Context: an optimization exercise on an open-source flow, tuned for small area, a short achievable clock period and few clock cycles. The choices shown serve that exercise and are no tape-out recipe.
Function was checked by simulation only, so behaviour that the tests miss may differ from the original.
Power is estimated from default activity; no workload was simulated.

**design/flow/run.sh**
```bash
#!/bin/bash
# synth_recipe.tcl (not shown) runs the flow's synth.tcl, then flattens the netlist and writes it again
# the make line also repeats each setting of config.mk as NAME=value (left out here)
make -C /OpenROAD-flow-scripts/flow DESIGN_CONFIG=/design/flow/config.mk WORK_HOME=/design/flow/orfs CLKGATE_MAP_FILE= SYNTH_SCRIPT=/design/flow/synth_recipe.tcl finish
```
**design/flow/config.mk**
```make
export PLATFORM = sky130hd
export DESIGN_NAME = pif_interp
export DESIGN_NICKNAME = pif_interp
export VERILOG_FILES = /design/flow/design.v
export SDC_FILE = /design/flow/constraint.sdc
export NUM_CORES = 4
export LEC_CHECK = 0
export CAP_MARGIN = 20
export CORE_MARGIN = 2
export CORE_UTILIZATION = 40
export SLEW_MARGIN = 20
```
**design/flow/constraint.sdc**
```tcl
create_clock -name core_clock -period 22.0 [get_ports {clk}]
set_input_delay 4.4000 -clock core_clock [delete_from_list [all_inputs] [get_ports {clk}]]
set_output_delay 4.4000 -clock core_clock [all_outputs]
set_load 0.01 [all_outputs]
```
**design/flow/design.v**
```verilog
module pif_fadd (
    input  wire [31:0] a,
    input  wire [31:0] b,
    input  wire        sub,
    output reg  [31:0] y
);
    wire        sa = a[31];
    wire        sb = b[31] ^ sub;
    wire [7:0]  ea = a[30:23];
    wire [7:0]  eb = b[30:23];
    wire [22:0] fa = a[22:0];
    wire [22:0] fb = b[22:0];
    wire a_nan = (ea == 8'hFF) && (fa != 0);
    wire b_nan = (eb == 8'hFF) && (fb != 0);
    wire a_inf = (ea == 8'hFF) && (fa == 0);
    wire b_inf = (eb == 8'hFF) && (fb == 0);
    wire        swap = (b[30:0] > a[30:0]);
    wire        s_big   = swap ? sb : sa;
    wire [7:0]  e_big   = swap ? eb : ea;
    wire [7:0]  e_small = swap ? ea : eb;
    wire [22:0] f_big   = swap ? fb : fa;
    wire [22:0] f_small = swap ? fa : fb;
    wire [7:0]  e_big_eff   = (e_big == 0) ? 8'd1 : e_big;
    wire [7:0]  e_small_eff = (e_small == 0) ? 8'd1 : e_small;
    wire [23:0] m_big   = {e_big != 0, f_big};
    wire [23:0] m_small = {e_small != 0, f_small};
    wire [7:0] diff = e_big_eff - e_small_eff;
    reg [26:0] m_small_al;
    reg [49:0] shifted;
    always @(*) begin
        shifted = {m_small, 26'd0} >> diff;
        if (diff >= 8'd27)
            m_small_al = {26'd0, |m_small};
        else
            m_small_al = {shifted[49:24], |shifted[23:0]};
    end
    wire        eff_sub = sa ^ sb;
    wire [27:0] sum = eff_sub ? ({1'b0, m_big, 3'b000} - {1'b0, m_small_al})
                              : ({1'b0, m_big, 3'b000} + {1'b0, m_small_al});
    reg [4:0] lz;
    integer i;
    always @(*) begin
        lz = 5'd28;
        for (i = 0; i < 28; i = i + 1)
            if (sum[i]) lz = 27 - i;
    end
    reg [26:0] norm;
    reg [8:0]  e_res;
    reg [4:0]  shl;
    always @(*) begin
        shl = 0;
        if (sum[27]) begin
            norm  = {sum[27:2], sum[1] | sum[0]};
            e_res = {1'b0, e_big_eff} + 9'd1;
        end else begin
            if ({4'd0, lz - 5'd1} > {1'b0, e_big_eff - 8'd1})
                shl = e_big_eff[4:0] - 5'd1;
            else
                shl = lz - 5'd1;
            norm  = sum[26:0] << shl;
            e_res = norm[26] ? ({1'b0, e_big_eff} - {4'd0, shl}) : 9'd0;
        end
    end
    wire        rnd = norm[2] & (norm[1] | norm[0] | norm[3]);
    wire [30:0] mag = {e_res[7:0], norm[25:3]} + {30'd0, rnd};
    always @(*) begin
        if (a_nan || b_nan || (a_inf && b_inf && eff_sub))
            y = 32'h7FC00000;
        else if (a_inf)
            y = {sa, 8'hFF, 23'd0};
        else if (b_inf)
            y = {sb, 8'hFF, 23'd0};
        else if (sum == 0)
            y = {sa & sb, 31'd0};
        else if (e_res >= 9'd255)
            y = {s_big, 8'hFF, 23'd0};
        else
            y = {s_big, mag};
    end
endmodule
module pif_fmul (
    input  wire [31:0] a,
    input  wire [31:0] b,
    output reg  [31:0] y
);
    wire        s  = a[31] ^ b[31];
    wire [7:0]  ea = a[30:23];
    wire [7:0]  eb = b[30:23];
    wire [22:0] fa = a[22:0];
    wire [22:0] fb = b[22:0];
    wire a_nan  = (ea == 8'hFF) && (fa != 0);
    wire b_nan  = (eb == 8'hFF) && (fb != 0);
    wire a_inf  = (ea == 8'hFF) && (fa == 0);
    wire b_inf  = (eb == 8'hFF) && (fb == 0);
    wire a_zero = (a[30:0] == 0);
    wire b_zero = (b[30:0] == 0);
    wire [23:0] ma = {ea != 0, fa};
    wire [23:0] mb = {eb != 0, fb};
    wire [9:0]  ea_eff = (ea == 0) ? 10'd1 : {2'b00, ea};
    wire [9:0]  eb_eff = (eb == 0) ? 10'd1 : {2'b00, eb};
    wire [47:0] p = ma * mb;
    reg [5:0] lz;
    integer i;
    always @(*) begin
        lz = 6'd48;
        for (i = 0; i < 48; i = i + 1)
            if (p[i]) lz = 47 - i;
    end
    wire [47:0] pn = p << lz;
    wire signed [11:0] e_n = $signed({2'b00, ea_eff}) + $signed({2'b00, eb_eff})
                           - $signed({6'd0, lz}) - 12'sd126;
    reg [95:0] wide;
    reg [7:0]  e_field;
    reg [11:0] rsh;
    always @(*) begin
        rsh = 12'd1 - e_n;
        if (e_n >= 12'sd1) begin
            wide    = {pn, 48'd0};
            e_field = e_n[7:0];
        end else begin
            wide    = (rsh > 12'd50) ? {48'd0, 47'd0, |pn} : ({pn, 48'd0} >> rsh[5:0]);
            e_field = 8'd0;
        end
    end
    wire [23:0] m_keep = wide[95:72];
    wire        g      = wide[71];
    wire        st     = |wide[70:0];
    wire        rnd    = g & (st | m_keep[0]);
    wire [30:0] mag = {e_field, m_keep[22:0]} + {30'd0, rnd};
    always @(*) begin
        if (a_nan || b_nan || (a_inf && b_zero) || (b_inf && a_zero))
            y = 32'h7FC00000;
        else if (a_inf || b_inf)
            y = {s, 8'hFF, 23'd0};
        else if (a_zero || b_zero)
            y = {s, 31'd0};
        else if (e_n >= 12'sd255)
            y = {s, 8'hFF, 23'd0};
        else
            y = {s, mag};
    end
endmodule
module pif_interp (
    input  wire        clk,
    input  wire        rst,
    input  wire        start,
    input  wire [1:0]  mode,        
    input  wire [31:0] pos,         
    input  wire [31:0] frac,        
    input  wire [31:0] dly_base,    
    input  wire [31:0] dly_len,     
    output wire        ready,
    output reg         done,
    output reg         fault,
    output reg  [1:0]  fault_cause,  
    output reg  [31:0] result,
    output reg         mem_en,
    output reg  [14:0] mem_addr,
    input  wire [31:0] mem_rdata
);
    localparam [32:0] DLY_SIZE = 33'd32768;
    localparam [2:0] S_IDLE  = 3'd0,
                     S_DIV   = 3'd1,
                     S_INDEX = 3'd2,
                     S_FETCH = 3'd3,
                     S_CALC  = 3'd4;
    localparam [31:0] HALF = 32'h3F000000;
    reg [2:0]  state;
    reg [1:0]  op_mode;
    reg [31:0] op_pos;
    reg [31:0] op_frac;
    reg [14:0] op_base;
    reg [15:0] op_len;
    reg [16:0] rem;
    reg [5:0]  div_cnt;
    wire [16:0] rem_sh  = {rem[15:0], op_pos[31]};
    wire        rem_ge  = (rem_sh >= {1'b0, op_len});
    reg [15:0] idx_m1, idx_0, idx_p1, idx_p2;
    reg [2:0]  fetch_cnt;    
    reg        rd_pending;
    reg [1:0]  rd_slot;
    reg [31:0] xm1, x0, x1, x2;
    reg [3:0]  step;
    reg [31:0] c, v, w, a, bneg, tmp;
    reg [31:0] add_y_hold, mul_hold;    
    reg  [31:0] add_a, add_b, mul_a, mul_b;
    reg         add_sub;
    wire [31:0] add_y, mul_y;
    pif_fadd u_fadd (.a(add_a), .b(add_b), .sub(add_sub), .y(add_y));
    pif_fmul u_fmul (.a(mul_a), .b(mul_b), .y(mul_y));
    assign ready = (state == S_IDLE);
    wire [32:0] win_end = {1'b0, dly_base} + {1'b0, dly_len};
    wire        win_bad = (dly_len == 0) || (win_end > DLY_SIZE);
    wire [2:0] taps_needed = (op_mode == 2'd2) ? 3'd4 :
                             (op_mode == 2'd1) ? 3'd2 : 3'd1;
    reg [15:0] fetch_idx;
    always @(*) begin
        case (fetch_cnt[1:0])
            2'd0: fetch_idx = idx_0;
            2'd1: fetch_idx = idx_p1;
            2'd2: fetch_idx = idx_m1;
            default: fetch_idx = idx_p2;
        endcase
    end
    always @(*) begin
        add_a = 32'd0; add_b = 32'd0; add_sub = 1'b0;
        mul_a = 32'd0; mul_b = 32'd0;
        if (op_mode == 2'd1) begin
            case (step)
                4'd0: begin add_a = x1;  add_b = x0;  add_sub = 1'b1; end  
                4'd1: begin mul_a = op_frac; mul_b = tmp; end              
                default: begin add_a = x0; add_b = tmp; end                
            endcase
        end else begin
            case (step)
                4'd0:  begin add_a = x1;  add_b = xm1; add_sub = 1'b1; end  
                4'd1:  begin mul_a = tmp; mul_b = HALF; end                
                4'd2:  begin add_a = x0;  add_b = x1;  add_sub = 1'b1; end  
                4'd3:  begin add_a = c;   add_b = v;   end                  
                4'd4:  begin add_a = w;   add_b = v;   end                  
                4'd5:  begin add_a = x2;  add_b = x0;  add_sub = 1'b1; end  
                4'd6:  begin mul_a = add_y_hold; mul_b = HALF; end          
                4'd7:  begin add_a = tmp; add_b = mul_hold; end             
                4'd8:  begin add_a = w;   add_b = a;   end                  
                4'd9:  begin mul_a = a;   mul_b = op_frac; end              
                4'd10: begin add_a = tmp; add_b = bneg; add_sub = 1'b1; end
                4'd11: begin mul_a = tmp; mul_b = op_frac; end
                4'd12: begin add_a = tmp; add_b = c;   end
                4'd13: begin mul_a = tmp; mul_b = op_frac; end
                default: begin add_a = tmp; add_b = x0; end
            endcase
        end
    end
    always @(posedge clk) begin
        if (rst) begin
            state       <= S_IDLE;
            done        <= 1'b0;
            fault       <= 1'b0;
            fault_cause <= 2'd0;
            mem_en      <= 1'b0;
            rd_pending  <= 1'b0;
        end else begin
            done   <= 1'b0;
            mem_en <= 1'b0;
            case (state)
                S_IDLE: begin
                    if (start) begin
                        op_mode <= mode;
                        op_pos  <= pos;
                        op_frac <= frac;
                        op_base <= dly_base[14:0];
                        op_len  <= dly_len[15:0];
                        rem     <= 17'd0;
                        div_cnt <= 6'd0;
                        if (mode == 2'd3) begin
                            done        <= 1'b1;
                            fault       <= 1'b1;
                            fault_cause <= 2'd1;
                        end else if (win_bad) begin
                            done        <= 1'b1;
                            fault       <= 1'b1;
                            fault_cause <= 2'd2;
                        end else begin
                            fault       <= 1'b0;
                            fault_cause <= 2'd0;
                            state       <= S_DIV;
                        end
                    end
                end
                S_DIV: begin
                    rem     <= rem_ge ? (rem_sh - {1'b0, op_len}) : rem_sh;
                    op_pos  <= {op_pos[30:0], 1'b0};
                    div_cnt <= div_cnt + 6'd1;
                    if (div_cnt == 6'd31)
                        state <= S_INDEX;
                end
                S_INDEX: begin
                    idx_0  <= rem[15:0];
                    idx_m1 <= (rem[15:0] == 16'd0) ? (op_len - 16'd1) : (rem[15:0] - 16'd1);
                    if (rem[15:0] + 16'd1 == op_len) begin
                        idx_p1 <= 16'd0;
                        idx_p2 <= (op_len == 16'd1) ? 16'd0 : 16'd1;
                    end else begin
                        idx_p1 <= rem[15:0] + 16'd1;
                        idx_p2 <= (rem[15:0] + 16'd2 == op_len) ? 16'd0 : (rem[15:0] + 16'd2);
                    end
                    fetch_cnt <= 3'd0;
                    state     <= S_FETCH;
                end
                S_FETCH: begin
                    if (rd_pending && !mem_en) begin
                        rd_pending <= 1'b0;
                        case (rd_slot)
                            2'd0: x0  <= mem_rdata;
                            2'd1: x1  <= mem_rdata;
                            2'd2: xm1 <= mem_rdata;
                            default: x2 <= mem_rdata;
                        endcase
                        if (fetch_cnt == taps_needed) begin
                            step <= 4'd0;
                            if (op_mode == 2'd0) begin
                                result <= mem_rdata;
                                done   <= 1'b1;
                                state  <= S_IDLE;
                            end else begin
                                state <= S_CALC;
                            end
                        end
                    end else if (!rd_pending) begin
                        mem_en     <= 1'b1;
                        mem_addr   <= op_base + fetch_idx[14:0];
                        rd_pending <= 1'b1;
                        rd_slot    <= fetch_cnt[1:0];
                        fetch_cnt  <= fetch_cnt + 3'd1;
                    end
                end
                S_CALC: begin
                    step <= step + 4'd1;
                    if (op_mode == 2'd1) begin
                        case (step)
                            4'd0: tmp <= add_y;
                            4'd1: tmp <= mul_y;
                            default: begin
                                result <= add_y;
                                done   <= 1'b1;
                                state  <= S_IDLE;
                            end
                        endcase
                    end else begin
                        case (step)
                            4'd0:  tmp <= add_y;
                            4'd1:  c   <= mul_y;
                            4'd2:  v   <= add_y;
                            4'd3:  w   <= add_y;
                            4'd4:  tmp <= add_y;
                            4'd5:  add_y_hold <= add_y;
                            4'd6:  mul_hold <= mul_y;
                            4'd7:  a   <= add_y;
                            4'd8:  bneg <= add_y;
                            4'd9:  tmp <= mul_y;
                            4'd10: tmp <= add_y;
                            4'd11: tmp <= mul_y;
                            4'd12: tmp <= add_y;
                            4'd13: tmp <= mul_y;
                            default: begin
                                result <= add_y;
                                done   <= 1'b1;
                                state  <= S_IDLE;
                            end
                        endcase
                    end
                end
                default: state <= S_IDLE;
            endcase
        end
    end
endmodule
```
==> qor.log <==
qor: worst_setup_path.crit-reg2reg-capture tmp[14]$_DFFE_PP_
qor: finish.drive_above_1_share 9.60%
qor: synth.yosysWarnings 3
qor: power_and_ir_drop.power_per_cell_area 56.0 nW/um2
qor: synth.async_flop_share 0%
qor: power_and_ir_drop.design_power_total 4640 uW
qor: drt.route.detailed.drc 0
qor: sta.rsz0062_at_grt false
qor: clocking.hold_fix_buffers_cts 0
qor: worst_setup_path.path_common_cell sky130_fd_sc_hd__fa_1
qor: worst_setup_path.setup.worst_path.class flip-flop to flip-flop
qor: synth.synth.ff_latch_count 628
qor: worst_setup_path.crit_start step[2]$_SDFFCE_PN0P_
qor: finish.area_growth_from_synthesis_to_final_layout 11.7%
qor: place.place.detailed.hpwl 256000 um
qor: clocking.clk-insertion-delay-late 0.66 ns
qor: sta.clock-skew-final 0.0391 ns
qor: worst_setup_path.cp.arrival 20.47 ns
qor: finish.n_fill_cell 18100
qor: floorplan.chipWidth 435 um
qor: global_route.number_of_global_route_vias_before_repair 69400
qor: worst_setup_path.cp-endpoint tmp[14]$_DFFE_PP_
qor: clocking.cts_buffer_count 68
qor: synth.synth_area 74300 um2
qor: worst_setup_path.data_required_critical_path 22.47 ns
qor: clocking.ctsRootBufferMaster sky130_fd_sc_hd__clkbuf_16
qor: sta.timing.slew.headroom 13.3%
qor: synth.post_synth_main_area_contributors sky130_fd_sc_hd__edfxtp_1 (25%), sky130_fd_sc_hd__fa_1 (13%), sky130_fd_sc_hd__ha_1 (6.4%)
qor: sta.max_freq 50.0 MHz
qor: power_and_ir_drop.power.ir.vdd_worst 0.0000492 V
qor: global_route.grt_max_degree 100
qor: worst_setup_path.r2r_slack 2.00 ns
qor: synth.synth_xor_xnor_area_share 3.00%
qor: clocking.post_cts_buffers 0
qor: synth.postSynthNetCount 9600
qor: floorplan.placement_rows 158
qor: worst_setup_path.timing.critical_path.from_type flip-flop
qor: floorplan.core_area 185000 um2
qor: min_path.min_path_type flip-flop to flip-flop
qor: sta.slew_viol_final 0
qor: floorplan.floorplan.die_area 189000 um2
qor: sta.timing.setup.tns 0 ns
qor: sta.layout_min_cycle_time 20.00 ns
qor: global_route.grt_util_all_layers 34.0%
qor: synth.synth_seq_area_share 25.3%
qor: drt.final_antenna_net_count 0
qor: clocking.tritoncts_num_sinks 628
qor: sta.number_of_hold_slack_violations_in_the_final_timing_report 0
qor: synth.synth_largest_type_area_fraction 25.0%
qor: synth.synth.area.mux_share 3.96%
qor: synth.most_frequent_cells_after_synthesis sky130_fd_sc_hd__nor2_1 (987), sky130_fd_sc_hd__nand2_1 (750), sky130_fd_sc_hd__inv_1 (733), sky130_fd_sc_hd__edfxtp_1 (619), sky130_fd_sc_hd__fa_1 (490)
qor: worst_setup_path.critical_path_peak_fanout 99
qor: min_path.hold_crit_depth 2
qor: floorplan.floorplan.die.height 435 um
qor: place.placed_cells_incl_taps 11100
qor: synth.synth_enable_flop_cells 619
qor: synth.post-synth-top-count-cell sky130_fd_sc_hd__nor2_1
qor: run_status.status finished clean
qor: sta.min_period_over_period 90.9%
qor: synth.synth-adder-area-share 19.6%
qor: sta.post-route-worst-setup-slack 2.00 ns
qor: clocking.cts_buffer_depth 3
qor: place.place.gp.congestion 1.00
qor: drt.dr.first_iter.drc_count 10500
qor: floorplan.pin_count 218
qor: synth.post_synth_top_flop sky130_fd_sc_hd__edfxtp_1
qor: global_route.antenna_violations_before_repair 13
qor: synth.syn_inst 8567
qor: sta.worst-slew-pin-transition 1.30 ns
qor: synth.synth_area_leader_cell sky130_fd_sc_hd__edfxtp_1
qor: finish.fin_cells 11200
qor: sta.timing.final.setup_violations 0
qor: drt.wl_per_cell 29.7 um
qor: worst_setup_path.reg2reg_depth 56
qor: clocking.cts_tree yes
qor: drt.vias_per_cell 6.49
qor: global_route.first_pass_grt_wire_length 482000 um
qor: synth.post_synth_and_or_nand_nor_area_fraction 18.5%
qor: flow_run.maxCapViolations 0
qor: synth.netlist-cell-type-count 138
qor: clocking.ctsHtreeMaxLevel 3
qor: drt.first_pass_iters 10
qor: worst_setup_path.timing.critical_path.slowest_stage_cell sky130_fd_sc_hd__a222oi_1
qor: global_route.globalRoute.totalOverflow 0
qor: synth.compound_gate_portion_of_the_synthesized_area 22.8%
qor: worst_setup_path.critical_path.max_stage_delay 1.08 ns
qor: clocking.cts.clk_slew.worst_paths 0.07 ns
qor: worst_setup_path.number_of_buffers_and_inverters_on_the_critical_path 7
qor: place.setup_slack_placement 2.78 ns
qor: synth.syn_area_per_cell 8.67 um2
qor: floorplan.floorplan.initialDensity 40.2%
qor: min_path.hold_start op_pos[0]$_SDFFCE_PP0P_
qor: synth.synth_top_family_by_area compound AO/OA/AOI/OAI gates
qor: clocking.post_cts.resized_instances 0
qor: place.port_buffers 217
qor: worst_setup_path.setup.worst_path.end_class flip-flop
qor: worst_setup_path.critical-path-top-delay-family simple AND/OR/NAND/NOR gates
qor: worst_setup_path.regToRegStartpoint step[2]$_SDFFCE_PN0P_
qor: drt.postRouteWirelength 333000 um
qor: worst_setup_path.worstSetupPathDepth 56
qor: drt.num_vias 72800
qor: finish.design.final.nets 9720
qor: power_and_ir_drop.p_leak 0.0309 uW
-- area by class of cell --
type,count,area [um2],share of cell area [%]
clock inverters,45,494,0.596
inverters,744,2800,3.37
multi-input cells,6649,50800,61.3
well taps,2480,3100,3.74
clock buffers,75,1770,2.14
flip-flops and latches,628,18800,22.6
repair buffers,596,5120,6.18
diodes,8,20.0,0.0241
-- how the worst min path moves through the flow --
stage                                       to  slack [ns]
final                      op_pos[1]$_DFFE_PP_        0.50
after global routing       op_pos[9]$_DFFE_PP_        0.53
after CTS                  op_pos[1]$_DFFE_PP_        0.50
after detailed placement  op_pos[21]$_DFFE_PP_        0.49
after global placement    op_pos[11]$_DFFE_PP_        0.49
after floorplan              mem_en$_SDFF_PP0_        0.45
-- placed cells by master (no fill, tap or decap), types with 119 or more instances in the layout --
cell,n
sky130_fd_sc_hd__a211oi_1,119
sky130_fd_sc_hd__a21oi_1,427
sky130_fd_sc_hd__buf_4,365
sky130_fd_sc_hd__clkdlybuf4s50_1,217
sky130_fd_sc_hd__edfxtp_1,619
sky130_fd_sc_hd__fa_1,490
sky130_fd_sc_hd__ha_1,370
sky130_fd_sc_hd__inv_1,730
sky130_fd_sc_hd__mux2i_1,152
sky130_fd_sc_hd__nand2_1,748
sky130_fd_sc_hd__nand3_1,250
sky130_fd_sc_hd__nor2_1,976
sky130_fd_sc_hd__nor3_1,185
sky130_fd_sc_hd__o21ai_0,439
sky130_fd_sc_hd__xnor2_1,167
-- where the power goes --
part | leakage (uW) | internal (uW) | total (uW) | switching, uW
sequential | 0.00572 | 1400 | 1410 | 11.3
combinational | 0.0241 | 691 | 2040 | 1350
clock | 0.00111 | 691 | 1190 | 504
total | 0.0309 | 2780 | 4640 | 1860
-- per-stage QoR --
step	instance area [um2]	hold slack, ns	util (%)
3_3_place_gp	80600	0.487	43.6
2_1_floorplan	74300	0.452	-
4_1_cts	82800	0.499	44.8
3_5_place_dp	80600	0.495	43.6
6_report	82900	0.497	44.9
5_1_grt	82900	0.528	44.8
-- logic make-up (layout without fill, tap and decap cells) --
family | count (synthesis) | count (layout)
and+or+nand+nor | 2897 | 2897
AOI/OAI and AO/OA | 2384 | 2384
buffers and inverters | 1290 | 1460
adders and majority gates | 868 | 868
DFF | 628 | 628
xor gates and xnor gates | 253 | 253
muxes | 247 | 247
other | 0 | 8
-- per-layer routing --
layer,GRT usage (%),wire (um),up-vias
li1,-,-,31600
met1,47.1,136000,35900
met2,50.6,142000,4582
met3,7.14,36400,736
met4,15.5,17600,6
met5,0,46,-
-- tightest hold or removal path, delay by kind of cell (launching register included) --
| family | cells | cell delay, ns |
|---|---|---|
| and+or+nand+nor | 2 | 0.09 |
| DFF | 1 | 0.32 |
-- flip-flops by register name (all words and copies together), names as in the netlist, 16 cells and up --
| register | count |
|---|---|
| op_pos | 32 |
| x2 | 32 |
| x0 | 32 |
| xm1 | 32 |
| tmp | 32 |
| result | 32 |
| op_len | 16 |
| v | 32 |
| bneg | 32 |
| a | 32 |
| x1 | 32 |
| op_frac | 32 |
| w | 32 |
| add_y_hold | 32 |
| rem | 16 |
| c | 32 |
| mul_hold | 32 |
Testbench counts, summed over its fixed seeds: cycles 332,308.

## static timing again, ports no longer ideal
No port has a modelled driver above. Below, the same layout with a new extraction and two added sets of constraints. Step 1, drivers: a clkbuf_16 drives clk and a buf_2 each remaining input, both assumed. Step 2, shift: input delay + t, output delay - t, t = (earliest + latest rising clock arrival at the registers) / 2. This alone moves slack from input paths to output paths. a / b / c = ideal ports / drivers / drivers and shift; a / b = the first two.
shift t [ns]: 0.714
setup slack, ns: 1.998 / 1.998 / 1.998
hold slack, ns: 0.497 / 0.497 / 0.497
slew at the worst register clock pin (ns): 0.07 / 0.07
After both steps setup and hold are still met in this run. For this run, drivers alone change the setup slack by 0.000 ns; drivers and shift together by 0.000 ns.
